From an optimization exercise on the open Yosys and OpenROAD flow, aimed at small area, a short achievable clock period and few clock cycles; shortcuts taken in it are not production practice. The RTL was checked by simulation tests, not by an equivalence proof against the original design. Power figures rest on the tool's default switching activity, not on a simulated workload.

==> flow/design.v <==
module lxe (
    input  wire        clk,
    input  wire        rst,         
    input  wire        bus_valid,
    input  wire        bus_write,
    input  wire [5:0]  bus_addr,
    input  wire [31:0] bus_wdata,
    output wire        bus_ready,
    output reg         bus_rvalid,
    output reg  [31:0] bus_rdata
);
    localparam [5:0] A_CMD    = 6'h00;
    localparam [5:0] A_STATUS = 6'h04;
    localparam [5:0] A_EINFO  = 6'h08;
    localparam [5:0] A_K0     = 6'h10;
    localparam [5:0] A_K1     = 6'h14;
    localparam [5:0] A_K2     = 6'h18;
    localparam [5:0] A_K3     = 6'h1C;
    localparam [5:0] A_V0     = 6'h20;
    localparam [5:0] A_V1     = 6'h24;
    localparam [5:0] A_OPA    = 6'h28;
    localparam [5:0] A_OPB    = 6'h2C;
    localparam [5:0] A_RES    = 6'h30;
    localparam [5:0] A_CRC    = 6'h34;
    localparam [31:0] DEC_START = 32'hE3779B90;    
    localparam [7:0] OP_CRC_INIT = 8'h01;
    localparam [7:0] OP_CRC_UPD  = 8'h02;
    localparam [7:0] OP_AND32    = 8'h10;
    localparam [7:0] OP_OR32     = 8'h11;
    localparam [7:0] OP_XOR32    = 8'h12;
    localparam [7:0] OP_SHL32    = 8'h13;
    localparam [7:0] OP_SHR32    = 8'h14;
    localparam [7:0] OP_SWAP     = 8'h18;
    localparam [7:0] OP_SWAPBP   = 8'h19;
    localparam [7:0] OP_XTEA_ENC = 8'h20;
    localparam [7:0] OP_XTEA_DEC = 8'h21;
    localparam [7:0] OP_KEY_CLR  = 8'h22;
    localparam [7:0] OP_CLRERR   = 8'h7F;
    localparam [3:0] E_ILLEGAL_CMD    = 4'd1;
    localparam [3:0] E_BAD_ADDR       = 4'd2;
    localparam [3:0] E_RO_WRITE       = 4'd3;
    localparam [3:0] E_KEY_NOT_LOADED = 4'd4;
    reg [31:0] k0, k1, k2, k3;
    reg [31:0] ra, rb;           
    reg        vsw;
    reg [31:0] opa, opb;
    reg [31:0] res;
    reg [15:0] crc;
    reg [3:0]  krdy;
    reg        err;
    reg [3:0]  ecode;
    reg [31:0] einfo;
    reg        rq_v;
    reg        rq_w;
    reg [5:0]  rq_a;
    reg [31:0] rq_d;
    reg        rdy;
    reg        busy;
    reg        dec;
    reg [4:0]  cnt;              
    reg [1:0]  kidx_r;           
    reg        rst_q;            
    reg [31:0] sk_r;             
    assign bus_ready = rdy;
    wire accept = bus_valid && rdy;
    wire exec   = rq_v && !busy;
    function [15:0] crc16_step;
        input [15:0] c;
        input [7:0]  b;
        integer i;
        reg [15:0] x;
        begin
            x = c ^ {8'h00, b};
            for (i = 0; i < 8; i = i + 1) begin
                if (x[0])
                    x = (x >> 1) ^ 16'hA001;
                else
                    x = x >> 1;
            end
            crc16_step = x;
        end
    endfunction
    function [7:0] rev8;
        input [7:0] x;
        integer i;
        begin
            for (i = 0; i < 8; i = i + 1)
                rev8[i] = x[7 - i];
        end
    endfunction
    function [31:0] rev32;
        input [31:0] x;
        integer i;
        begin
            for (i = 0; i < 32; i = i + 1)
                rev32[i] = x[31 - i];
        end
    endfunction
    wire [7:0]  opc = rq_d[7:0];
    wire [7:0]  arg = rq_d[15:8];
    wire [15:0] rsv = rq_d[31:16];
    wire misaligned = (rq_a[1:0] != 2'b00);
    wire reserved   = (rq_a == 6'h0C) || (rq_a == 6'h38) || (rq_a == 6'h3C);
    wire bad_addr   = misaligned || reserved;
    wire ro_write   = rq_w && ((rq_a == A_STATUS) || (rq_a == A_EINFO) ||
                               (rq_a == A_RES)    || (rq_a == A_CRC));
    wire is_cmd     = rq_w && (rq_a == A_CMD);
    reg legal;
    always @(*) begin
        if (rsv != 16'h0000)
            legal = 1'b0;
        else begin
            case (opc)
                OP_CRC_UPD, OP_SWAP: legal = 1'b1;
                OP_CRC_INIT, OP_AND32, OP_OR32, OP_XOR32, OP_SHL32, OP_SHR32,
                OP_SWAPBP, OP_XTEA_ENC, OP_XTEA_DEC, OP_KEY_CLR, OP_CLRERR:
                    legal = (arg == 8'h00);
                default: legal = 1'b0;
            endcase
        end
    end
    wire is_xtea     = (opc == OP_XTEA_ENC) || (opc == OP_XTEA_DEC);
    wire illegal_cmd = is_cmd && !legal;
    wire key_missing = is_cmd && legal && is_xtea && (krdy != 4'b1111);
    reg        raise;
    reg [3:0]  raise_code;
    reg [31:0] raise_info;
    always @(*) begin
        raise      = 1'b1;
        raise_code = 4'd0;
        raise_info = 32'h0;
        if (bad_addr) begin
            raise_code = E_BAD_ADDR;
            raise_info = {23'h0, rq_w, 2'b00, rq_a};
        end else if (ro_write) begin
            raise_code = E_RO_WRITE;
            raise_info = {23'h0, 1'b1, 2'b00, rq_a};
        end else if (illegal_cmd) begin
            raise_code = E_ILLEGAL_CMD;
            raise_info = rq_d;
        end else if (key_missing) begin
            raise_code = E_KEY_NOT_LOADED;
            raise_info = rq_d;
        end else begin
            raise = 1'b0;
        end
    end
    wire cmd_ok = exec && is_cmd && legal && !(is_xtea && (krdy != 4'b1111));
    wire [31:0] v0_q = (vsw || busy) ? rb : ra;
    wire [31:0] v1_q = (vsw && !busy) ? ra : rb;
    reg [31:0] read_data;
    always @(*) begin
        case (rq_a)
            A_STATUS: read_data = {20'h0, krdy, err ? ecode : 4'h0, 3'b000, err};
            A_EINFO:  read_data = err ? einfo : 32'h0;
            A_K0:     read_data = krdy[0] ? k0 : 32'h0;
            A_K1:     read_data = krdy[1] ? k1 : 32'h0;
            A_K2:     read_data = krdy[2] ? k2 : 32'h0;
            A_K3:     read_data = krdy[3] ? k3 : 32'h0;
            A_V0:     read_data = v0_q;
            A_V1:     read_data = v1_q;
            A_OPA:    read_data = opa;
            A_OPB:    read_data = opb;
            A_RES:    read_data = res;
            A_CRC:    read_data = {16'h0, crc};
            default:  read_data = 32'h0;
        endcase
    end
    wire        is_swap   = opc[3];              
    wire        sh_right  = opc[2] | opc[3];     
    wire        sw16      = opc[0] || (arg == 8'd16);
    wire        sw24      = !opc[0] && (arg == 8'd24);
    wire        sw32      = !opc[0] && (arg == 8'd32);
    wire [4:0]  sh_amt    = is_swap ? {sw16, sw24, 3'b000} : opb[4:0];
    wire        sh_zero   = is_swap ? !(sw16 || sw24 || sw32) : (opb[31:5] != 27'h0);
    wire [31:0] sh_in     = is_swap ? {rev8(opa[31:24]), rev8(opa[23:16]),
                                       rev8(opa[15:8]),  rev8(opa[7:0])} :
                            opc[2]  ? rev32(opa) : opa;
    wire [31:0] sh1       = sh_amt[0] ? {sh_in[30:0], 1'b0}  : sh_in;
    wire [31:0] sh2       = sh_amt[1] ? {sh1[29:0], 2'b00}   : sh1;
    wire [31:0] sh3       = sh_amt[2] ? {sh2[27:0], 4'h0}    : sh2;
    wire [31:0] sh4       = sh_amt[3] ? {sh3[23:0], 8'h00}   : sh3;
    wire [31:0] sh_out    = sh_amt[4] ? {sh4[15:0], 16'h0000} : sh4;
    wire [31:0] sh_res    = sh_zero ? 32'h0 : (sh_right ? rev32(sh_out) : sh_out);
    reg [31:0] util_res;
    always @(*) begin
        case (opc[3:0])
            4'h0:    util_res = opa & opb;
            4'h1:    util_res = opa | opb;
            4'h2:    util_res = opa ^ opb;
            default: util_res = sh_res;
        endcase
    end
    wire is_util = (opc[7:4] == 4'h1);
    wire start     = cmd_ok && is_xtea;
    wire start_dec = opc[0];
    wire do_swap   = start && (vsw != start_dec);
    function [33:0] step_rom;
        input [5:0] dj;
        begin
            case (dj)
                6'd0 : step_rom = {2'd0, 32'h00000000};
                6'd1 : step_rom = {2'd3, 32'h9E3779B9};
                6'd2 : step_rom = {2'd1, 32'h9E3779B9};
                6'd3 : step_rom = {2'd2, 32'h3C6EF372};
                6'd4 : step_rom = {2'd2, 32'h3C6EF372};
                6'd5 : step_rom = {2'd1, 32'hDAA66D2B};
                6'd6 : step_rom = {2'd3, 32'hDAA66D2B};
                6'd7 : step_rom = {2'd0, 32'h78DDE6E4};
                6'd8 : step_rom = {2'd0, 32'h78DDE6E4};
                6'd9 : step_rom = {2'd0, 32'h1715609D};
                6'd10: step_rom = {2'd1, 32'h1715609D};
                6'd11: step_rom = {2'd3, 32'hB54CDA56};
                6'd12: step_rom = {2'd2, 32'hB54CDA56};
                6'd13: step_rom = {2'd2, 32'h5384540F};
                6'd14: step_rom = {2'd3, 32'h5384540F};
                6'd15: step_rom = {2'd1, 32'hF1BBCDC8};
                6'd16: step_rom = {2'd0, 32'hF1BBCDC8};
                6'd17: step_rom = {2'd0, 32'h8FF34781};
                6'd18: step_rom = {2'd1, 32'h8FF34781};
                6'd19: step_rom = {2'd0, 32'h2E2AC13A};
                6'd20: step_rom = {2'd2, 32'h2E2AC13A};
                6'd21: step_rom = {2'd3, 32'hCC623AF3};
                6'd22: step_rom = {2'd3, 32'hCC623AF3};
                6'd23: step_rom = {2'd2, 32'h6A99B4AC};
                6'd24: step_rom = {2'd0, 32'h6A99B4AC};
                6'd25: step_rom = {2'd1, 32'h08D12E65};
                6'd26: step_rom = {2'd1, 32'h08D12E65};
                6'd27: step_rom = {2'd1, 32'hA708A81E};
                6'd28: step_rom = {2'd2, 32'hA708A81E};
                6'd29: step_rom = {2'd0, 32'h454021D7};
                6'd30: step_rom = {2'd3, 32'h454021D7};
                6'd31: step_rom = {2'd3, 32'hE3779B90};
                6'd32: step_rom = {2'd3, 32'hE3779B90};
                6'd33: step_rom = {2'd3, 32'h454021D7};
                6'd34: step_rom = {2'd0, 32'h454021D7};
                6'd35: step_rom = {2'd2, 32'hA708A81E};
                6'd36: step_rom = {2'd1, 32'hA708A81E};
                6'd37: step_rom = {2'd1, 32'h08D12E65};
                6'd38: step_rom = {2'd1, 32'h08D12E65};
                6'd39: step_rom = {2'd0, 32'h6A99B4AC};
                6'd40: step_rom = {2'd2, 32'h6A99B4AC};
                6'd41: step_rom = {2'd3, 32'hCC623AF3};
                6'd42: step_rom = {2'd3, 32'hCC623AF3};
                6'd43: step_rom = {2'd2, 32'h2E2AC13A};
                6'd44: step_rom = {2'd0, 32'h2E2AC13A};
                6'd45: step_rom = {2'd1, 32'h8FF34781};
                6'd46: step_rom = {2'd0, 32'h8FF34781};
                6'd47: step_rom = {2'd0, 32'hF1BBCDC8};
                6'd48: step_rom = {2'd1, 32'hF1BBCDC8};
                6'd49: step_rom = {2'd3, 32'h5384540F};
                6'd50: step_rom = {2'd2, 32'h5384540F};
                6'd51: step_rom = {2'd2, 32'hB54CDA56};
                6'd52: step_rom = {2'd3, 32'hB54CDA56};
                6'd53: step_rom = {2'd1, 32'h1715609D};
                6'd54: step_rom = {2'd0, 32'h1715609D};
                6'd55: step_rom = {2'd0, 32'h78DDE6E4};
                6'd56: step_rom = {2'd0, 32'h78DDE6E4};
                6'd57: step_rom = {2'd3, 32'hDAA66D2B};
                6'd58: step_rom = {2'd1, 32'hDAA66D2B};
                6'd59: step_rom = {2'd2, 32'h3C6EF372};
                6'd60: step_rom = {2'd2, 32'h3C6EF372};
                6'd61: step_rom = {2'd1, 32'h9E3779B9};
                6'd62: step_rom = {2'd3, 32'h9E3779B9};
                6'd63: step_rom = {2'd0, 32'h00000000};
                default: step_rom = 34'h0;
            endcase
        end
    endfunction
    wire [33:0] rom_now   = step_rom({dec, cnt});
    wire [33:0] rom_after = step_rom({start ? start_dec : dec, cnt + 5'd1});
    reg [31:0] ksel;
    always @(*) begin
        case (kidx_r)
            2'd0: ksel = k0;
            2'd1: ksel = k1;
            2'd2: ksel = k2;
            default: ksel = k3;
        endcase
    end
    wire [31:0] k3_dec0 = k3 + DEC_START;
    wire [31:0] sk_next = start ? (opc[0] ? k3_dec0 : k0) : (rom_now[31:0] + ksel);
    wire [31:0] mx_t  = ((rb << 4) ^ (rb >> 5)) + rb;
    wire [31:0] mx    = mx_t ^ (sk_r ^ {32{dec}});
    wire [31:0] nb    = ra + mx + {31'h0, dec};
    wire rq_vread = rq_v && !rq_w && ((rq_a == A_V0) || (rq_a == A_V1)) &&
                    ((rq_a == A_V0) ^ vsw);
    wire fwd      = busy && (cnt == 5'd0) && rq_vread;
    wire fwd_next = busy && (cnt == 5'd31) && rq_vread && !accept;
    wire wr_ok = exec && rq_w && !raise;
    always @(posedge clk) begin
        if (accept) begin
            rq_w <= bus_write;
            rq_a <= bus_addr;
            rq_d <= bus_wdata;
        end
        bus_rdata <= read_data;
        rst_q     <= rst;
        if (busy || start) begin
            sk_r   <= sk_next;
            kidx_r <= rom_after[33:32];
        end
        if (start)
            dec <= start_dec;
        if (rst) begin
            busy <= 1'b0; cnt <= 5'h0;
            rq_v <= 1'b0;
            rdy <= 1'b1;
            bus_rvalid <= 1'b0;
        end else begin
            rq_v <= accept || (rq_v && busy && !fwd);
            rdy  <= fwd_next || !((accept || (rq_v && busy && !fwd)) &&
                                  ((busy && cnt != 5'd0) || start));
            bus_rvalid <= exec || fwd;
            if (busy) begin
                if (cnt == 5'd0)
                    busy <= 1'b0;        
                else
                    cnt  <= cnt + 5'd1;
            end
            if (start) begin
                busy <= 1'b1;
                cnt  <= 5'd1;
            end
        end
        if (busy) begin
            ra <= rb;
            rb <= nb;
        end else if (rst_q) begin
            ra <= 32'h0; rb <= 32'h0; vsw <= 1'b0;
        end else begin
            if (do_swap) begin
                ra  <= rb;
                rb  <= ra;
                vsw <= !vsw;
            end
            if (wr_ok && rq_a == A_V0) begin
                if (vsw) rb <= rq_d; else ra <= rq_d;
            end
            if (wr_ok && rq_a == A_V1) begin
                if (vsw) ra <= rq_d; else rb <= rq_d;
            end
        end
        if (wr_ok) begin
            case (rq_a)
                A_K0: k0 <= rq_d;
                A_K1: k1 <= rq_d;
                A_K2: k2 <= rq_d;
                A_K3: k3 <= rq_d;
                default: ;
            endcase
        end
        if (exec && raise && !err) begin
            ecode <= raise_code;
            einfo <= raise_info;
        end
        if (rst_q) begin
            opa <= 32'h0; opb <= 32'h0;
            res <= 32'h0;
            crc <= 16'h0;
            krdy <= 4'h0;
            err <= 1'b0;
        end else begin
            if (exec && raise && !err)
                err <= 1'b1;
            if (wr_ok) begin
                case (rq_a)
                    A_K0: krdy[0] <= 1'b1;
                    A_K1: krdy[1] <= 1'b1;
                    A_K2: krdy[2] <= 1'b1;
                    A_K3: krdy[3] <= 1'b1;
                    A_OPA: opa <= rq_d;
                    A_OPB: opb <= rq_d;
                    default: ;
                endcase
            end
            if (cmd_ok) begin
                case (opc)
                    OP_CRC_INIT: crc <= 16'h0000;
                    OP_CRC_UPD:  crc <= crc16_step(crc, arg);
                    OP_KEY_CLR:  krdy <= 4'h0;
                    OP_CLRERR:   err  <= 1'b0;
                    default: ;
                endcase
                if (is_util)
                    res <= util_res;
            end
        end
    end
endmodule
==> flow/flow/run.sh <==
#!/bin/bash
# Standard synthesis and layout, with two changes: the port buffers are
# buf_4 cells, and repair_timing aims at a setup margin of 7.5 ns, so that it
# also works on paths that already meet the 12 ns clock.
set -euo pipefail
bash standard.sh synth > synth.log 2>&1
bash standard.sh SETUP_SLACK_MARGIN=7.5 "BUFFER_PORTS_ARGS=-buffer_cell sky130_fd_sc_hd__buf_4" finish > layout.log 2>&1
==> flow/standard.sh <==
#!/bin/bash
# synth_recipe.tcl (not shown) runs the flow's synth.tcl, then flattens the netlist and writes it again
# the make line also repeats each setting of config.mk as NAME=value (left out here)
make -C /OpenROAD-flow-scripts/flow DESIGN_CONFIG=/design/flow/config.mk WORK_HOME=/design/flow/orfs CLKGATE_MAP_FILE= SYNTH_SCRIPT=/design/flow/synth_recipe.tcl "${@:-finish}"
==> flow/config.mk <==
export PLATFORM = sky130hd
export DESIGN_NAME = lxe
export DESIGN_NICKNAME = lxe
export VERILOG_FILES = /design/flow/design.v
export SDC_FILE = /design/flow/constraint.sdc
export NUM_CORES = 4
export LEC_CHECK = 0
export CAP_MARGIN = 10
export CORE_MARGIN = 2
export CORE_UTILIZATION = 40
export PLACE_DENSITY = 0.6
export SLEW_MARGIN = 10
==> flow/constraint.sdc <==
create_clock -name core_clock -period 12.0 [get_ports {clk}]
set_input_delay 2.4000 -clock core_clock [delete_from_list [all_inputs] [get_ports {clk}]]
set_output_delay 2.4000 -clock core_clock [all_outputs]
set_load 0.01 [all_outputs]
==> run summary, run 1 <==
# TYPE chip_impl_metric gauge
chip_impl_metric{name="ffs_latches_synth",unit=""} 461
chip_impl_info{name="most_instantiated_library_cell_after_synthesis",value="nand2_1"} 1
chip_impl_metric{name="route.detailed.drc",unit=""} 0
chip_impl_metric{name="cts_num_sinks",unit=""} 461
chip_impl_metric{name="layout-drive-gt1-share",unit="%"} 15.7
chip_impl_metric{name="drtPass1Iterations",unit=""} 8
chip_impl_metric{name="powerDensity",unit="nW/µm²"} 98.8
chip_impl_metric{name="critical_path_peak_fanout",unit=""} 3
chip_impl_metric{name="synth_compound_area_share",unit="%"} 22.1
chip_impl_info{name="synth_largest_area_cell",value="edfxtp_1"} 1
chip_impl_metric{name="clock.fmax",unit="MHz"} 217
chip_impl_metric{name="global_route.usage.met1",unit="%"} 41.3
chip_impl_info{name="cts_tree",value="yes"} 1
chip_impl_metric{name="synth-edff-count",unit=""} 237
chip_impl_metric{name="cts.reportedPaths.clkPinSlew",unit="ns"} 0.06
chip_impl_metric{name="final_instance_area",unit="µm²"} 36200
chip_impl_metric{name="avg_synthesized_cell_area",unit="µm²"} 9.06
chip_impl_metric{name="detail_route.vias_per_cell",unit=""} 6.35
chip_impl_metric{name="cts-root-to-sink-buffers",unit=""} 3
chip_impl_metric{name="grt.met2_usage",unit="%"} 44.1
chip_impl_metric{name="worst_slew_margin_rel",unit="%"} 18.3
chip_impl_metric{name="fin_hold_ws",unit="ns"} 0.493
chip_impl_metric{name="finish.utilization",unit="%"} 46.6
chip_impl_metric{name="post-layout-total-power",unit="mW"} 3.58
chip_impl_metric{name="seq_area_frac_synth",unit="%"} 36.8
chip_impl_metric{name="ys.warnings.count",unit=""} 1
chip_impl_metric{name="r2r_cells",unit=""} 23
chip_impl_metric{name="start_util",unit="%"} 40.5
chip_impl_metric{name="synth_async_reset_ratio",unit="%"} 0
chip_impl_metric{name="flow.area_growth_from_synthesis",unit="%"} 15.1
chip_impl_metric{name="maximum_number_of_pins_on_one_net_before_global_route_repair",unit=""} 71
chip_impl_info{name="most_area_consuming_cells_after_synthesis",value="edfxtp_1 (23%), dfxtp_1 (14%), ha_1 (7.1%), mux2i_1 (4.4%), a21oi_1 (4.3%)"} 1
chip_impl_metric{name="core.rowCount",unit=""} 102
chip_impl_metric{name="global_route.overflow_total",unit=""} 0
chip_impl_info{name="run_status",value="no timing/DRC/antenna violations"} 1
chip_impl_metric{name="layout_worst_path_cycle_share",unit="%"} 38.4
chip_impl_metric{name="placement.setup.worst_slack",unit="ns"} 6.62
chip_impl_metric{name="ctsHtreeMaxLevel",unit=""} 2
chip_impl_metric{name="total_number_of_vias",unit=""} 29200
chip_impl_info{name="ys_top_cells_by_count",value="nand2_1 (340), a21oi_1 (271), edfxtp_1 (237)"} 1
chip_impl_metric{name="routed_wl",unit="µm"} 126000
chip_impl_metric{name="drt_first_iter_violations",unit=""} 3740
chip_impl_metric{name="netlist_instances",unit=""} 3477
chip_impl_metric{name="die_area",unit="µm²"} 81000
chip_impl_metric{name="final-hold-violation-count",unit=""} 0
chip_impl_metric{name="min_period",unit="ns"} 4.61
chip_impl_info{name="globalRoute.busiestLayer",value="met2"} 1
chip_impl_info{name="rr_startpoint",value="rb[0]"} 1
chip_impl_metric{name="place_area",unit="µm²"} 33000
chip_impl_metric{name="synthAdderAreaFrac",unit="%"} 7.33
chip_impl_info{name="critical_path.startpoint_type",value="register"} 1
chip_impl_metric{name="post_synth_mux_area_share",unit="%"} 8.17
chip_impl_metric{name="postLayoutSetupSlackWorst",unit="ns"} 7.39
chip_impl_metric{name="setup-tns-final",unit="ns"} 0
chip_impl_metric{name="worst_ep_required_time",unit="ns"} 12.48
chip_impl_metric{name="numCtsBuffers",unit=""} 54
chip_impl_metric{name="die_width",unit="µm"} 285
chip_impl_metric{name="worstMarginPinSlew",unit="ns"} 1.22
chip_impl_metric{name="crit_arrival",unit="ns"} 5.09
chip_impl_metric{name="grt.met3_usage",unit="%"} 5.90
chip_impl_metric{name="clock_insertion_delay_worst_skew",unit="ns"} 0.65
chip_impl_metric{name="power.static_leakage",unit="nW"} 13.9
chip_impl_metric{name="peakVddDrop",unit="mV"} 0.118
chip_impl_metric{name="fin_cells",unit=""} 4592
chip_impl_info{name="ys.flop_type",value="edfxtp_1"} 1
chip_impl_info{name="worstHoldStart",value="einfo[31]"} 1
chip_impl_metric{name="drt-wirelength-per-cell",unit="µm"} 27.5
chip_impl_metric{name="finalClockSkew",unit="ns"} 0.0481
chip_impl_metric{name="nNetsFinal",unit=""} 3729
chip_impl_info{name="cp-end-kind",value="register"} 1
chip_impl_metric{name="antenna_violations_before_repair",unit=""} 1
chip_impl_metric{name="port-buffer-count",unit=""} 75
chip_impl_metric{name="drv.max_cap_violation_count",unit=""} 0
chip_impl_metric{name="grt_pass1_wl",unit="µm"} 182000
chip_impl_info{name="rsz0062_at_grt",value="yes"} 1
chip_impl_metric{name="post_synthesis_instance_area",unit="µm²"} 31500
chip_impl_metric{name="core-area",unit="µm²"} 77700
chip_impl_metric{name="gr-usage-all-layers",unit="%"} 29.9
chip_impl_info{name="cts.root.buffer_cell",value="clkbuf_16"} 1
chip_impl_metric{name="die_h",unit="µm"} 285
chip_impl_metric{name="ctsHoldBuffers",unit=""} 0
chip_impl_info{name="r2r_end",value="rb[31]"} 1
chip_impl_info{name="synth_top_family_by_area",value="compound AO/OA/AOI/OAI gates"} 1
chip_impl_metric{name="finalSetupViolCount",unit=""} 0
chip_impl_metric{name="detailed_place_hpwl",unit="µm"} 89900
chip_impl_metric{name="synth_simple_gate_area_share",unit="%"} 14.5
chip_impl_metric{name="report.final.slew_viol_count",unit=""} 0
chip_impl_metric{name="yosys.cell_types.count",unit=""} 88
chip_impl_info{name="holdCritPathClass",value="register to register"} 1
chip_impl_metric{name="share_of_yosys_cell_area_claimed_by_the_top_area_cell_type",unit="%"} 22.6
chip_impl_info{name="holdPathEnd",value="bus_rdata[31]"} 1
chip_impl_metric{name="dpl.cell_count",unit=""} 4413
chip_impl_metric{name="drt.antenna.violating_nets",unit=""} 0
chip_impl_metric{name="net_count_after_synthesis",unit=""} 3701
chip_impl_metric{name="post_synth_xor_area_fraction",unit="%"} 6.25
chip_impl_metric{name="hold_depth",unit=""} 2
chip_impl_metric{name="design.portCount",unit=""} 76
chip_impl_metric{name="vias_in_the_first_global_route",unit=""} 26600
chip_impl_metric{name="gpl.final_weighted_congestion",unit=""} 1.01
chip_impl_info{name="timing.setup.critical_path_class",value="register to register"} 1
chip_impl_metric{name="reg2reg_setup_slack",unit="ns"} 7.39
## power breakdown
group / leakage, nW / internal (mW) / total (mW) / switching [mW]
clock: 0.887 / 0.991 / 1.73 / 0.739
sequential: 3.98 / 1.67 / 1.69 / 0.0275
combinational: 9.07 / 0.0486 / 0.158 / 0.110
## worst max path at each step
stage	startpoint	end	depth (start not counted)
detailed placement	cnt[0]	sk_r[30]	18
CTS	rb[0]	rb[31]	23
finish	rb[0]	rb[31]	23
floorplan	cnt[0]	sk_r[30]	21
global route	rb[0]	rb[31]	23
global placement	cnt[0]	sk_r[30]	18
## metal layers
layer	share of wire [%]	vias to the layer above	wire length, µm
li1	-	13000	-
met1	41	14100	51600
met2	43	1716	54000
met3	11	305	13300
met4	6.0	0	7610
met5	0	-	0
## flip-flops by register name (all words and copies together), names as in the netlist, 16 cells and up
name       cells
crc           16
sk_r          32
k1            32
opb           32
res           32
k2            32
ra            32
bus_rdata     32
einfo         32
opa           32
k0            32
k3            32
rq_d          32
rb            32
## logic make-up (layout without fill, tap and decap cells)
family | after synthesis | after routing
xor gates and xnor gates | 223 | 223
adders and majority gates | 182 | 182
AOI/OAI and AO/OA | 1055 | 1055
buffers and inverters | 382 | 456
other | 0 | 1
and+or+nand+nor | 971 | 971
muxes | 203 | 203
DFF | 461 | 461
## area by class of cell
type,instances,area [µm²]
fillers,7410,41500
multi-input cells,2634,19100
flip-flops and latches,461,11700
repair buffers,221,1780
clock buffers,65,1430
well taps,1040,1300
inverters,132,518
clock inverters,37,404
repair inverters,1,5.00
diodes,1,2.50
## placed cells by master, fill, tap and decap left out, types with 123 or more instances in the layout
| cell type | instances |
|---|---|
| edfxtp_1 | 237 |
| buf_4 | 202 |
| nand2_1 | 335 |
| a21oi_1 | 253 |
| o21ai_0 | 162 |
| mux2i_1 | 139 |
| dfxtp_1 | 200 |
| inv_1 | 123 |
| nand3_1 | 126 |
| nor2_1 | 179 |
| ha_1 | 157 |
| xnor2_1 | 138 |
## what timing repair did
item | CTS | global route
gates cloned | 0 | 2
buffers inserted | 29 | 45
gates resized for setup | 83 | 112
setup endpoints to repair | 65 | 234
pin swaps | 29 | 74
## worst max-delay path, stage by stage, from the launching register on
cell and delay (ns):
dfxtp_4 0.36, ha_4 0.16, inv_2 0.05, fa_2 0.19, nor2b_1 0.05, o21ai_2 0.14, a21boi_2 0.08, o2111a_1 0.27
or3_4 0.37, a31o_4 0.29, a311o_1 0.32, a21o_1 0.18, a21oi_2 0.16, xnor2_2 0.10, ha_1 0.33, a21o_1 0.19
a21oi_2 0.15, nor3b_4 0.24, o311ai_4 0.15, nand3_2 0.09, nand3_1 0.10, a311oi_2 0.23, xnor2_1 0.15, o22ai_1 0.08
Testbench counts, summed over its fixed seeds: cycles 50,476.
==> run 2, diff against run 1 <==
--- a/flow/config.mk
+++ b/flow/config.mk
@@ -5,8 +5,8 @@
 export SDC_FILE = /design/flow/constraint.sdc
 export NUM_CORES = 4
 export LEC_CHECK = 0
-export CAP_MARGIN = 10
+export CAP_MARGIN = 20
 export CORE_MARGIN = 2
 export CORE_UTILIZATION = 40
 export PLACE_DENSITY = 0.6
-export SLEW_MARGIN = 10
+export SLEW_MARGIN = 20
==> run summary, run 2 <==
# TYPE chip_impl_metric gauge
chip_impl_info{name="run_status",value="no timing/DRC/antenna violations"} 1
chip_impl_metric{name="detailed_place_hpwl",unit="µm"} 89900
chip_impl_info{name="most_area_consuming_cells_after_synthesis",value="edfxtp_1 (23%), dfxtp_1 (14%), ha_1 (7.1%), mux2i_1 (4.4%), a21oi_1 (4.3%)"} 1
chip_impl_metric{name="gr-usage-all-layers",unit="%"} 29.9
chip_impl_metric{name="nNetsFinal",unit=""} 3729
chip_impl_metric{name="layout_worst_path_cycle_share",unit="%"} 38.4
chip_impl_metric{name="critical_path_peak_fanout",unit=""} 3
chip_impl_metric{name="post-layout-total-power",unit="mW"} 3.58
chip_impl_metric{name="detail_route.vias_per_cell",unit=""} 6.35
chip_impl_metric{name="cts_num_sinks",unit=""} 461
chip_impl_metric{name="drv.max_cap_violation_count",unit=""} 0
chip_impl_metric{name="reg2reg_setup_slack",unit="ns"} 7.39
chip_impl_metric{name="cts-root-to-sink-buffers",unit=""} 3
chip_impl_metric{name="postLayoutSetupSlackWorst",unit="ns"} 7.39
chip_impl_metric{name="peakVddDrop",unit="mV"} 0.118
chip_impl_info{name="cts.root.buffer_cell",value="clkbuf_16"} 1
chip_impl_metric{name="design.portCount",unit=""} 76
chip_impl_metric{name="numCtsBuffers",unit=""} 54
chip_impl_info{name="most_frequent_standard_cell_in_the_layout_excluding_fill_and_tap_cells",value="nand2_1"} 1
chip_impl_metric{name="setup-tns-final",unit="ns"} 0
chip_impl_metric{name="gpl.final_weighted_congestion",unit=""} 1.01
chip_impl_metric{name="yosys.cell_types.count",unit=""} 88
chip_impl_metric{name="clock.fmax",unit="MHz"} 217
chip_impl_metric{name="net_count_after_synthesis",unit=""} 3701
chip_impl_metric{name="die_area",unit="µm²"} 81000
chip_impl_metric{name="fin_cells",unit=""} 4592
chip_impl_metric{name="fin_hold_ws",unit="ns"} 0.493
chip_impl_metric{name="finalClockSkew",unit="ns"} 0.0481
chip_impl_metric{name="cpPeakStageDelay",unit="ns"} 0.37
chip_impl_info{name="cts_tree",value="yes"} 1
chip_impl_metric{name="dpl.cell_count",unit=""} 4413
chip_impl_metric{name="synth-edff-count",unit=""} 237
chip_impl_info{name="holdCritPathClass",value="register to register"} 1
chip_impl_metric{name="global_route.overflow_total",unit=""} 0
chip_impl_metric{name="ctsHtreeMaxLevel",unit=""} 2
chip_impl_metric{name="seq_area_frac_synth",unit="%"} 36.8
chip_impl_metric{name="worst_ep_required_time",unit="ns"} 12.48
chip_impl_metric{name="start_util",unit="%"} 40.5
chip_impl_metric{name="min_period",unit="ns"} 4.61
chip_impl_metric{name="drt.antenna.violating_nets",unit=""} 0
chip_impl_info{name="critical_path.slowest_cell",value="or3_4"} 1
chip_impl_info{name="ys.flop_type",value="edfxtp_1"} 1
chip_impl_metric{name="synth_async_reset_ratio",unit="%"} 0
chip_impl_metric{name="ffs_latches_synth",unit=""} 461
chip_impl_metric{name="route.detailed.drc",unit=""} 0
chip_impl_metric{name="total_number_of_vias",unit=""} 29200
chip_impl_metric{name="placement.setup.worst_slack",unit="ns"} 6.62
chip_impl_metric{name="worst_slew_margin_rel",unit="%"} 18.3
chip_impl_metric{name="avg_synthesized_cell_area",unit="µm²"} 9.06
chip_impl_metric{name="die_width",unit="µm"} 285
chip_impl_metric{name="antenna_violations_before_repair",unit=""} 1
chip_impl_info{name="path_cells",value="ha_4, inv_2, fa_2, nor2b_1, o21ai_2, a21boi_2, o2111a_1, or3_4, a31o_4, a311o_1, a21o_1, a21oi_2, xnor2_2, ha_1, a21o_1, a21oi_2, nor3b_4, o311ai_4, nand3_2, nand3_1, a311oi_2, xnor2_1, o22ai_1"} 1
chip_impl_metric{name="port-buffer-count",unit=""} 75
chip_impl_metric{name="core-area",unit="µm²"} 77700
chip_impl_metric{name="powerDensity",unit="nW/µm²"} 98.8
chip_impl_info{name="critical_path.startpoint_type",value="register"} 1
chip_impl_metric{name="grt_pass1_wl",unit="µm"} 182000
chip_impl_metric{name="worstMarginPinSlew",unit="ns"} 1.22
chip_impl_info{name="most_instantiated_library_cell_after_synthesis",value="nand2_1"} 1
chip_impl_metric{name="finalSetupViolCount",unit=""} 0
chip_impl_metric{name="netlist_instances",unit=""} 3477
chip_impl_metric{name="share_of_yosys_cell_area_claimed_by_the_top_area_cell_type",unit="%"} 22.6
chip_impl_metric{name="vias_in_the_first_global_route",unit=""} 26600
chip_impl_info{name="timing.setup.critical_path_class",value="register to register"} 1
chip_impl_metric{name="layout-drive-gt1-share",unit="%"} 15.7
chip_impl_metric{name="cts.reportedPaths.clkPinSlew",unit="ns"} 0.06
chip_impl_metric{name="drtPass1Iterations",unit=""} 8
chip_impl_info{name="rsz0062_at_grt",value="yes"} 1
chip_impl_metric{name="report.final.slew_viol_count",unit=""} 0
chip_impl_metric{name="post_synthesis_instance_area",unit="µm²"} 31500
chip_impl_metric{name="final-hold-violation-count",unit=""} 0
chip_impl_info{name="ys_top_cells_by_count",value="nand2_1 (340), a21oi_1 (271), edfxtp_1 (237)"} 1
chip_impl_info{name="cp-end-kind",value="register"} 1
chip_impl_metric{name="routed_wl",unit="µm"} 126000
chip_impl_info{name="synth_largest_area_cell",value="edfxtp_1"} 1
chip_impl_metric{name="core.rowCount",unit=""} 102
chip_impl_metric{name="ys.warnings.count",unit=""} 1
chip_impl_info{name="final_cell_mix",value="nand2_1 (335), a21oi_1 (253), edfxtp_1 (237), buf_4 (202), dfxtp_1 (200)"} 1
chip_impl_metric{name="die_h",unit="µm"} 285
chip_impl_metric{name="flow.area_growth_from_synthesis",unit="%"} 15.1
chip_impl_metric{name="crit_arrival",unit="ns"} 5.09
chip_impl_metric{name="maximum_number_of_pins_on_one_net_before_global_route_repair",unit=""} 71
chip_impl_metric{name="clock_insertion_delay_worst_skew",unit="ns"} 0.65
chip_impl_metric{name="num-fill-cells",unit=""} 7410
chip_impl_metric{name="drt-wirelength-per-cell",unit="µm"} 27.5
chip_impl_metric{name="drt_first_iter_violations",unit=""} 3740
chip_impl_metric{name="power.static_leakage",unit="nW"} 13.9
run 2: where the power goes:
group | switching (mW) | internal [mW] | leakage (nW)
logic | 0.110 | 0.0486 | 9.07
clock network | 0.739 | 0.991 | 0.887
registers | 0.0275 | 1.67 | 3.98
run 2: path summary, 6_finish.rpt:
kind	endpoint	startpoint	cells past startpoint
min reg2reg	bus_rdata[31]	einfo[31]	2
min	bus_rdata[31]	einfo[31]	2
max reg2reg	rb[31]	rb[0]	23
max	rb[31]	rb[0]	23
run 2: kinds of logic (layout without fill, tap and decap cells):
group                    count (synthesis)  count (layout)  share of synthesized area, %
adder cells (fa/ha/maj)                182             182                          7.33
XOR/XNOR                               223             223                          6.25
multiplexers                           203             203                          8.17
flip-flops                             461             461                          36.8
buffers and inverters                  382             456                          4.88
AND/OR/NAND/NOR                        971             971                          14.5
other                                    0               1                             0
AO/OA/AOI/OAI                         1055            1055                          22.1
run 2: layer usage:
layer | global-route usage, % | share of wire [%] | routed length [µm] | vias up
met5 | 0 | 0 | 0 | -
met4 | 15.4 | 6.0 | 7610 | 0
met3 | 5.90 | 11 | 13300 | 305
met2 | 44.1 | 43 | 54000 | 1716
met1 | 41.3 | 41 | 51600 | 14100
li1 | - | - | - | 13000
run 2: stage by stage:
stage | cell area, µm² | utilization [%]
after floorplan | 31500 | -
after global placement | 33000 | 42.4
after detailed placement | 33000 | 42.4
after CTS | 35400 | 45.5
after global routing | 36200 | 46.6
final | 36200 | 46.6
run 2: area by class of cell:
class,count,area (µm²),area share [%]
Clock buffer,65,1430,3.96
Timing Repair inverter,1,5.00,0.0138
Multi-Input combinational cell,2634,19100,52.8
Sequential cell,461,11700,32.2
Tap cell,1040,1300,3.59
Antenna cell,1,2.50,0.00691
Timing Repair Buffer,221,1780,4.90
Clock inverter,37,404,1.12
Inverter,132,518,1.43
run 2: critical path: cells and delay by family, from the launching register on:
| family | cells | cell delay (ns) |
|---|---|---|
| compound gates | 12 | 2.24 |
| simple gates | 5 | 0.85 |
| fa+ha+maj | 3 | 0.68 |
| flops | 1 | 0.36 |
| xor+xnor | 2 | 0.25 |
| buf+inv | 1 | 0.05 |
run 2: timing repair:
action | 4_1_cts | 5_1_grt
cloned | 0 | 2
endpoints found under the setup margin | 65 | 234
resized for setup | 83 | 112
buffers inserted | 29 | 45
pin swaps | 29 | 74
hold buffers | 0 | 0
==> run 3, diff against run 2 <==
==> flow/flow/run.sh (replaced) <==
#!/bin/bash
# Standard synthesis and layout, with two changes: the port buffers are
# buf_2 cells, and repair_timing aims at a setup margin of 7.75 ns, so that it
# also works on paths that already meet the 12 ns clock.
set -euo pipefail
bash standard.sh synth > synth.log 2>&1
bash standard.sh SETUP_SLACK_MARGIN=7.75 "BUFFER_PORTS_ARGS=-buffer_cell sky130_fd_sc_hd__buf_2" finish > layout.log 2>&1
==> run summary, run 3 <==
# TYPE chip_impl_metric gauge
chip_impl_info{name="run_status",value="no timing/DRC/antenna violations"} 1
chip_impl_metric{name="numCtsBuffers",unit=""} 54
chip_impl_metric{name="antenna_violations_before_repair",unit=""} 2
chip_impl_metric{name="gpl.final_weighted_congestion",unit=""} 0.969
chip_impl_metric{name="synth-edff-count",unit=""} 237
chip_impl_metric{name="cts.reportedPaths.clkPinSlew",unit="ns"} 0.06
chip_impl_metric{name="flow.area_growth_from_synthesis",unit="%"} 16.6
chip_impl_metric{name="global_route.overflow_total",unit=""} 0
chip_impl_metric{name="die_h",unit="µm"} 285
chip_impl_info{name="most_area_consuming_cells_after_synthesis",value="edfxtp_1 (23%), dfxtp_1 (14%), ha_1 (7.1%), mux2i_1 (4.4%), a21oi_1 (4.3%)"} 1
chip_impl_info{name="cts.root.buffer_cell",value="clkbuf_16"} 1
chip_impl_metric{name="drtPass1Iterations",unit=""} 7
chip_impl_metric{name="layout-drive-gt1-share",unit="%"} 17.4
chip_impl_metric{name="finalClockSkew",unit="ns"} 0.0435
chip_impl_metric{name="detailed_place_hpwl",unit="µm"} 88700
chip_impl_metric{name="design.portCount",unit=""} 76
chip_impl_metric{name="crit_arrival",unit="ns"} 5.14
chip_impl_metric{name="drt_first_iter_violations",unit=""} 3725
chip_impl_info{name="synth_largest_area_cell",value="edfxtp_1"} 1
chip_impl_metric{name="min_period",unit="ns"} 4.66
chip_impl_info{name="final_cell_mix",value="nand2_1 (331), a21oi_1 (243), edfxtp_1 (237), dfxtp_1 (195), nor2_1 (177)"} 1
chip_impl_metric{name="cts_num_sinks",unit=""} 461
chip_impl_metric{name="routed_wl",unit="µm"} 125000
chip_impl_info{name="most_instantiated_library_cell_after_synthesis",value="nand2_1"} 1
chip_impl_metric{name="netlist_instances",unit=""} 3477
chip_impl_metric{name="avg_synthesized_cell_area",unit="µm²"} 9.06
chip_impl_metric{name="nNetsFinal",unit=""} 3749
chip_impl_info{name="most_frequent_standard_cell_in_the_layout_excluding_fill_and_tap_cells",value="nand2_1"} 1
chip_impl_metric{name="peakVddDrop",unit="mV"} 0.131
chip_impl_metric{name="core.rowCount",unit=""} 102
chip_impl_metric{name="port-buffer-count",unit=""} 75
chip_impl_metric{name="drv.max_cap_violation_count",unit=""} 0
chip_impl_metric{name="finalSetupViolCount",unit=""} 0
chip_impl_metric{name="multi_input_combinational_cell_area",unit="µm²"} 19400
chip_impl_metric{name="ctsHtreeMaxLevel",unit=""} 2
chip_impl_info{name="rsz0062_at_grt",value="yes"} 1
chip_impl_info{name="critical_path.startpoint_type",value="register"} 1
chip_impl_metric{name="gr-usage-all-layers",unit="%"} 29.5
chip_impl_info{name="critical_path.slowest_cell",value="ha_1"} 1
chip_impl_metric{name="clock_insertion_delay_worst_skew",unit="ns"} 0.64
chip_impl_info{name="timing.setup.critical_path_class",value="register to register"} 1
chip_impl_metric{name="yosys.cell_types.count",unit=""} 88
chip_impl_metric{name="final-hold-violation-count",unit=""} 0
chip_impl_metric{name="ffs_latches_synth",unit=""} 461
chip_impl_metric{name="start_util",unit="%"} 40.5
chip_impl_metric{name="seq_area_frac_synth",unit="%"} 36.8
chip_impl_metric{name="maximum_number_of_pins_on_one_net_before_global_route_repair",unit=""} 71
chip_impl_metric{name="post_synthesis_instance_area",unit="µm²"} 31500
chip_impl_metric{name="core-area",unit="µm²"} 77700
chip_impl_metric{name="seqCellArea",unit="µm²"} 11700
chip_impl_metric{name="post-layout-total-power",unit="mW"} 3.64
chip_impl_metric{name="r2r_cells",unit=""} 23
chip_impl_metric{name="drt-wirelength-per-cell",unit="µm"} 27.2
chip_impl_metric{name="power.static_leakage",unit="nW"} 14.2
chip_impl_metric{name="layout_worst_path_cycle_share",unit="%"} 38.8
chip_impl_metric{name="net_count_after_synthesis",unit=""} 3701
chip_impl_metric{name="vias_in_the_first_global_route",unit=""} 26500
chip_impl_metric{name="clock.fmax",unit="MHz"} 215
chip_impl_info{name="ys.flop_type",value="edfxtp_1"} 1
chip_impl_metric{name="worst_ep_required_time",unit="ns"} 12.48
chip_impl_metric{name="route.detailed.drc",unit=""} 0
chip_impl_metric{name="die_width",unit="µm"} 285
chip_impl_metric{name="setup-tns-final",unit="ns"} 0
chip_impl_metric{name="synth_async_reset_ratio",unit="%"} 0
chip_impl_metric{name="worstMarginPinSlew",unit="ns"} 1.03
chip_impl_metric{name="detail_route.vias_per_cell",unit=""} 6.32
chip_impl_metric{name="worst_slew_margin_rel",unit="%"} 31.3
chip_impl_info{name="cp-end-kind",value="register"} 1
chip_impl_metric{name="share_of_yosys_cell_area_claimed_by_the_top_area_cell_type",unit="%"} 22.6
chip_impl_metric{name="ys.warnings.count",unit=""} 1
chip_impl_metric{name="cpPeakStageDelay",unit="ns"} 0.38
chip_impl_metric{name="hold_depth",unit=""} 2
chip_impl_info{name="path_cells",value="ha_4, inv_2, fa_2, nor2b_1, o21ai_1, a21boi_1, o2111a_1, or3_4, a31oi_4, o21bai_1, a21oi_1, xnor2_1, ha_1, nand2_4, nor3_4, a311o_1, o311ai_4, o311ai_4, nand3_1, and4_1, a311oi_2, xnor2_1, o22ai_1"} 1
chip_impl_info{name="holdCritPathClass",value="register to register"} 1
chip_impl_metric{name="critical_path_peak_fanout",unit=""} 5
chip_impl_metric{name="die_area",unit="µm²"} 81000
chip_impl_metric{name="total_number_of_vias",unit=""} 29200
chip_impl_metric{name="cts-root-to-sink-buffers",unit=""} 3
chip_impl_info{name="ys_top_cells_by_count",value="nand2_1 (340), a21oi_1 (271), edfxtp_1 (237)"} 1
chip_impl_metric{name="ctsHoldBuffers",unit=""} 0
chip_impl_metric{name="grt_pass1_wl",unit="µm"} 181000
chip_impl_metric{name="powerDensity",unit="nW/µm²"} 99.1
chip_impl_metric{name="num-fill-cells",unit=""} 7224
chip_impl_info{name="cts_tree",value="yes"} 1
chip_impl_metric{name="report.final.slew_viol_count",unit=""} 0
chip_impl_metric{name="drt.antenna.violating_nets",unit=""} 0
run 3: cell type report:
| class | instances | share of cell area, % |
|---|---|---|
| clock buffer | 69 | 4.09 |
| inverter | 132 | 1.41 |
| clock inverter | 33 | 1.12 |
| timing repair buffer | 242 | 5.11 |
| antenna | 1 | 0.00681 |
| multi-input combinational | 2634 | 52.9 |
| tap | 1040 | 3.54 |
| sequential | 461 | 31.8 |
run 3: critical path, delay by kind of cell, from the launching register on:
kind	cells	cell delay (ns)
adder cells (fa/ha/maj)	3	0.75
XOR/XNOR	2	0.26
buffers and inverters	1	0.05
AND/OR/NAND/NOR	6	1.02
flip-flops	1	0.36
AO/OA/AOI/OAI	11	2.05
run 3: path summary, 6_finish.rpt:
path	slack, ns	from	endpoint
max	7.34	rb[0]	rb[31]
min	0.48	res[13]	res[13]
max reg2reg	7.34	rb[0]	rb[31]
min reg2reg	0.48	res[13]	res[13]
run 3: logic make-up (layout without fill, tap and decap cells):
family / after synthesis / in the layout / synth area share [%]
compound gates: 1055 / 1055 / 22.1
xor+xnor: 223 / 223 / 6.25
fa+ha+maj: 182 / 182 / 7.33
buf+inv: 382 / 476 / 4.88
flops: 461 / 461 / 36.8
mux: 203 / 203 / 8.17
other cells: 0 / 1 / 0
simple gates: 971 / 971 / 14.5
run 3: per-stage QoR:
stage               setup WS (ns)  instances  util (%)  hold WS [ns]  cell area (µm²)
finish                       7.34       4612      47.3         0.475            36700
global route                 7.11       4611      47.3         0.501            36700
CTS                          7.45       4568      46.0         0.471            35800
detailed placement           6.75       4418      42.4         0.462            33000
global placement             6.81       4416      42.3         0.458            32900
floorplan                    7.74       3477         -         0.432            31600
run 3: repair_timing:
item	4_1_cts	5_1_grt
setup buffers	48	38
endpoints found under the setup margin	374	270
gates cloned	0	4
pin swaps	42	81
gates resized for setup	119	138
run 3: per-layer routing:
layer | global-route usage, % | part of all wire (%) | vias up
met5 | 0 | 0 | -
met4 | 13.1 | 5.1 | 0
met3 | 5.27 | 10 | 273
met2 | 44.6 | 44 | 1665
met1 | 41.0 | 41 | 14200
li1 | - | - | 13100
run 3: power by group:
group          internal, mW  leakage [nW]  switching [mW]  total, mW
clock                  1.06         0.936           0.730       1.79
sequential             1.67          3.99          0.0266       1.69
combinational        0.0460          9.25           0.111      0.157
==> run 4, diff against run 3 <==
--- a/flow/config.mk
+++ b/flow/config.mk
@@ -8,5 +8,9 @@
 export CAP_MARGIN = 20
 export CORE_MARGIN = 2
 export CORE_UTILIZATION = 40
+export CTS_BUF_LIST = sky130_fd_sc_hd__clkbuf_16
+export CTS_CLUSTER_DIAMETER = 80
+export CTS_CLUSTER_SIZE = 25
 export PLACE_DENSITY = 0.6
 export SLEW_MARGIN = 20
+export TNS_END_PERCENT = 5
==> run summary, run 4 <==
# TYPE chip_impl_metric gauge
chip_impl_metric{name="peakVddDrop",unit="mV"} 0.0876
chip_impl_info{name="most_area_consuming_cells_after_synthesis",value="edfxtp_1 (23%), dfxtp_1 (14%), ha_1 (7.1%), mux2i_1 (4.4%), a21oi_1 (4.3%)"} 1
chip_impl_metric{name="worst_ep_required_time",unit="ns"} 12.50
chip_impl_metric{name="ctsHtreeMaxLevel",unit=""} 1
chip_impl_metric{name="detailed_place_hpwl",unit="µm"} 87900
chip_impl_metric{name="layout_worst_path_cycle_share",unit="%"} 39.6
chip_impl_info{name="critical_path.slowest_cell",value="dfxtp_4"} 1
chip_impl_info{name="most_frequent_standard_cell_in_the_layout_excluding_fill_and_tap_cells",value="nand2_1"} 1
chip_impl_metric{name="die_area",unit="µm²"} 81000
chip_impl_metric{name="p_int",unit="mW"} 2.21
chip_impl_metric{name="clock.fmax",unit="MHz"} 211
chip_impl_metric{name="setup-tns-final",unit="ns"} 0
chip_impl_metric{name="clock_insertion_delay_worst_skew",unit="ns"} 0.66
chip_impl_info{name="rsz0062_at_grt",value="yes"} 1
chip_impl_info{name="timing.setup.critical_path_class",value="register to register"} 1
chip_impl_metric{name="cts_num_sinks",unit=""} 461
chip_impl_info{name="cts_tree",value="yes"} 1
chip_impl_metric{name="synth_async_reset_ratio",unit="%"} 0
chip_impl_info{name="worstHoldStart",value="res[6]"} 1
chip_impl_metric{name="finalClockSkew",unit="ns"} 0.0506
chip_impl_info{name="run_status",value="no timing/DRC/antenna violations"} 1
chip_impl_metric{name="final-hold-violation-count",unit=""} 0
chip_impl_metric{name="gpl.final_weighted_congestion",unit=""} 0.987
chip_impl_metric{name="cts.reportedPaths.clkPinSlew",unit="ns"} 0.10
chip_impl_metric{name="min_period",unit="ns"} 4.75
chip_impl_info{name="cp-end-kind",value="register"} 1
chip_impl_info{name="r2r_end",value="rb[31]"} 1
chip_impl_info{name="path_cells",value="ha_4, nor2b_2, o21ai_2, a21boi_2, o2111a_1, or3_4, a31o_4, a21oi_4, xnor2_1, ha_2, nand2_2, nor3_4, a311o_1, o311ai_4, o311ai_4, nand3_2, and4_1, a311oi_2, xnor2_1, o22ai_1"} 1
chip_impl_metric{name="route.detailed.drc",unit=""} 0
chip_impl_metric{name="core.rowCount",unit=""} 102
chip_impl_metric{name="drt_first_iter_violations",unit=""} 3718
chip_impl_metric{name="maximum_number_of_pins_on_one_net_before_global_route_repair",unit=""} 96
chip_impl_metric{name="yosys.cell_types.count",unit=""} 88
chip_impl_metric{name="port-buffer-count",unit=""} 75
chip_impl_info{name="ys_top_cells_by_count",value="nand2_1 (340), a21oi_1 (271), edfxtp_1 (237)"} 1
chip_impl_metric{name="grt_pass1_wl",unit="µm"} 180000
chip_impl_metric{name="vias_in_the_first_global_route",unit=""} 26300
chip_impl_info{name="holdCritPathClass",value="register to register"} 1
chip_impl_metric{name="core-area",unit="µm²"} 77700
chip_impl_metric{name="flow.area_growth_from_synthesis",unit="%"} 11.6
chip_impl_metric{name="global_route.usage.met1",unit="%"} 41.2
chip_impl_metric{name="report.final.slew_viol_count",unit=""} 0
chip_impl_metric{name="net_count_after_synthesis",unit=""} 3701
chip_impl_metric{name="gr-usage-all-layers",unit="%"} 29.5
chip_impl_metric{name="seq_area_frac_synth",unit="%"} 36.8
chip_impl_metric{name="powerDensity",unit="nW/µm²"} 85.3
chip_impl_info{name="critPathTopFamily",value="compound AO/OA/AOI/OAI gates"} 1
chip_impl_metric{name="worstMarginPinSlew",unit="ns"} 1.11
chip_impl_info{name="globalRoute.busiestLayer",value="met2"} 1
chip_impl_metric{name="drt-wirelength-per-cell",unit="µm"} 27.3
chip_impl_metric{name="power.static_leakage",unit="nW"} 13.5
chip_impl_metric{name="global_route.overflow_total",unit=""} 0
chip_impl_metric{name="critical_path_peak_fanout",unit=""} 6
chip_impl_metric{name="worst_slew_margin_rel",unit="%"} 25.2
chip_impl_metric{name="worstPathBufferInverterCount",unit=""} 0
chip_impl_metric{name="p_clk_share",unit="%"} 38.6
chip_impl_metric{name="die_width",unit="µm"} 285
chip_impl_metric{name="post-layout-total-power",unit="mW"} 3.00
chip_impl_metric{name="seqCellArea",unit="µm²"} 11700
chip_impl_metric{name="die_h",unit="µm"} 285
chip_impl_info{name="cts.root.buffer_cell",value="clkbuf_16"} 1
chip_impl_metric{name="crit_arrival",unit="ns"} 5.25
chip_impl_metric{name="cpPeakStageDelay",unit="ns"} 0.47
chip_impl_metric{name="multi_input_combinational_cell_area",unit="µm²"} 19100
chip_impl_info{name="critical_path.startpoint_type",value="register"} 1
chip_impl_metric{name="post_synthesis_instance_area",unit="µm²"} 31500
chip_impl_metric{name="share_of_yosys_cell_area_claimed_by_the_top_area_cell_type",unit="%"} 22.6
chip_impl_info{name="most_instantiated_library_cell_after_synthesis",value="nand2_1"} 1
chip_impl_metric{name="drt.antenna.violating_nets",unit=""} 0
chip_impl_metric{name="cts-root-to-sink-buffers",unit=""} 3
chip_impl_metric{name="sequential_power_share",unit="%"} 56.4
chip_impl_metric{name="ffs_latches_synth",unit=""} 461
chip_impl_metric{name="routed_wl",unit="µm"} 124000
chip_impl_metric{name="antenna_violations_before_repair",unit=""} 1
chip_impl_metric{name="synth-edff-count",unit=""} 237
chip_impl_metric{name="numCtsBuffers",unit=""} 29
chip_impl_metric{name="drv.max_cap_violation_count",unit=""} 0
chip_impl_metric{name="power.share.switching",unit="%"} 26.4
chip_impl_metric{name="detail_route.vias_per_cell",unit=""} 6.33
chip_impl_metric{name="nNetsFinal",unit=""} 3688
chip_impl_info{name="rr_startpoint",value="rb[7]"} 1
chip_impl_metric{name="combPwrFrac",unit="%"} 5.0
chip_impl_info{name="synth_largest_area_cell",value="edfxtp_1"} 1
chip_impl_metric{name="drtPass1Iterations",unit=""} 6
chip_impl_metric{name="total_number_of_vias",unit=""} 28700
chip_impl_metric{name="grt.met2_usage",unit="%"} 44.0
chip_impl_metric{name="r2r_cells",unit=""} 20
chip_impl_info{name="ys.flop_type",value="edfxtp_1"} 1
chip_impl_metric{name="switching_power",unit="µW"} 793
chip_impl_metric{name="netlist_instances",unit=""} 3477
chip_impl_metric{name="ys.warnings.count",unit=""} 1
chip_impl_metric{name="reg2reg_setup_slack",unit="ns"} 7.25
chip_impl_metric{name="avg_synthesized_cell_area",unit="µm²"} 9.06
chip_impl_metric{name="hold_depth",unit=""} 2
chip_impl_metric{name="grt.met3_usage",unit="%"} 5.47
chip_impl_metric{name="layout-drive-gt1-share",unit="%"} 14.2
chip_impl_metric{name="design.portCount",unit=""} 76
chip_impl_info{name="final_cell_mix",value="nand2_1 (334), a21oi_1 (255), edfxtp_1 (237), dfxtp_1 (197), nor2_1 (180)"} 1
chip_impl_metric{name="start_util",unit="%"} 40.5
chip_impl_info{name="holdPathEnd",value="res[6]"} 1
chip_impl_metric{name="num-fill-cells",unit=""} 7587
chip_impl_metric{name="finalSetupViolCount",unit=""} 0
-- run 4: cell counts after synthesis --
Identical to the previous run, type by type.
-- run 4: how the worst max path moves through the flow --
stage / endpoint / cells past startpoint / from
after floorplan: rb[31] / 23 / rb[0]
after global placement: sk_r[30] / 18 / cnt[0]
after detailed placement: sk_r[30] / 18 / cnt[0]
after CTS: rb[29] / 23 / rb[0]
after global routing: rb[31] / 22 / rb[0]
final: rb[31] / 20 / rb[7]
-- run 4: repair_timing --
action                     CTS  global route
hold buffers                 0             0
gates cloned                 2             0
pin swaps                   35            38
setup endpoints to repair  371           321
buffers inserted            47            15
gates resized for setup     99            70
-- run 4: power by group through the flow --
| stage | logic [mW] | clock network (mW) | registers (mW) |
|---|---|---|---|
| after floorplan | 0.0950 | 0 | 1.71 |
| after global placement | 0.144 | 0 | 1.73 |
| after detailed placement | 0.144 | 0 | 1.73 |
| after CTS | 0.146 | 1.17 | 1.69 |
| after global routing | 0.158 | 1.22 | 1.69 |
| final | 0.151 | 1.16 | 1.69 |
-- run 4: cells by family after synthesis --
kind of cell / Yosys count / share of synthesized area (%)
AO/OA/AOI/OAI: 1055 / 22.1
AND/OR/NAND/NOR: 971 / 14.5
flip-flops: 461 / 36.8
buffers and inverters: 382 / 4.88
XOR/XNOR: 223 / 6.25
multiplexers: 203 / 8.17
adder cells (fa/ha/maj): 182 / 7.33
-- run 4: per-stage QoR --
stage,hold WS [ns],instances,cell area (µm²),util [%],worst slack (ns)
3_3_place_gp,0.457,4409,32900,42.3,6.76
3_5_place_dp,0.455,4409,32900,42.3,6.78
4_1_cts,0.480,4512,34700,44.7,7.34
2_1_floorplan,0.432,3477,31600,-,7.72
6_report,0.487,4529,35200,45.2,7.25
5_1_grt,0.499,4527,35200,45.2,7.09
-- run 4: final cells by class --
cell class                      instances  share of cell area (%)
Antenna cell                            2                  0.0142
Tap cell                             1040                    3.70
Clock buffer                           29                    2.06
Clock inverter                         25                   0.836
Sequential cell                       461                    33.2
Timing Repair Buffer                  206                    4.35
Multi-Input combinational cell       2634                    54.4
Inverter                              132                    1.46
-- run 4: routing by layer --
metal / vias to the layer above / wire length, µm
met1: 13900 / 51200
met2: 1583 / 53300
met4: 0 / 6570
li1: 12900 / -
met5: - / 0
met3: 249 / 12700
-- run 4: worst reg2reg max path: stages (launching register included) --
cell	delay, ns
dfxtp_4	0.47
ha_4	0.25
nor2b_2	0.16
o21ai_2	0.16
a21boi_2	0.09
o2111a_1	0.27
or3_4	0.38
a31o_4	0.27
a21oi_4	0.17
xnor2_1	0.09
ha_2	0.38
nand2_2	0.09
nor3_4	0.20
a311o_1	0.23
o311ai_4	0.19
o311ai_4	0.38
nand3_2	0.13
and4_1	0.18
a311oi_2	0.28
xnor2_1	0.15
o22ai_1	0.09

[port drivers added, routing unchanged]
The flow's constraints put no driver on any port. The routed layouts listed below were extracted and timed again, unchanged, in two steps. Step 1 assumes that a clkbuf_16 drives the clock port and a buf_2 every other input. Step 2, shift: input delay + t, output delay - t, t = (earliest + latest rising clock arrival at the registers) / 2. This alone moves slack from input paths to output paths. a / b / c = no drivers / after step 1 / after step 2; a / b = the first two.
run | t, ns | setup WS [ns] | latest minus earliest clock arrival (ns) | worst register clock-pin slew, ns
run 1 | 0.689 | 7.391 / 7.391 / 7.391 | 0.048 / 0.049 | 0.07 / 0.07
run 2 | 0.689 | 7.391 / 7.391 / 7.391 | 0.048 / 0.049 | 0.07 / 0.07
run 3 | 0.686 | 7.341 / 7.341 / 7.341 | 0.045 / 0.044 | 0.07 / 0.07
run 4 | 0.708 | 7.251 / 7.251 / 7.251 | 0.051 / 0.051 | 0.11 / 0.11
After both steps every run listed still meets setup and hold.
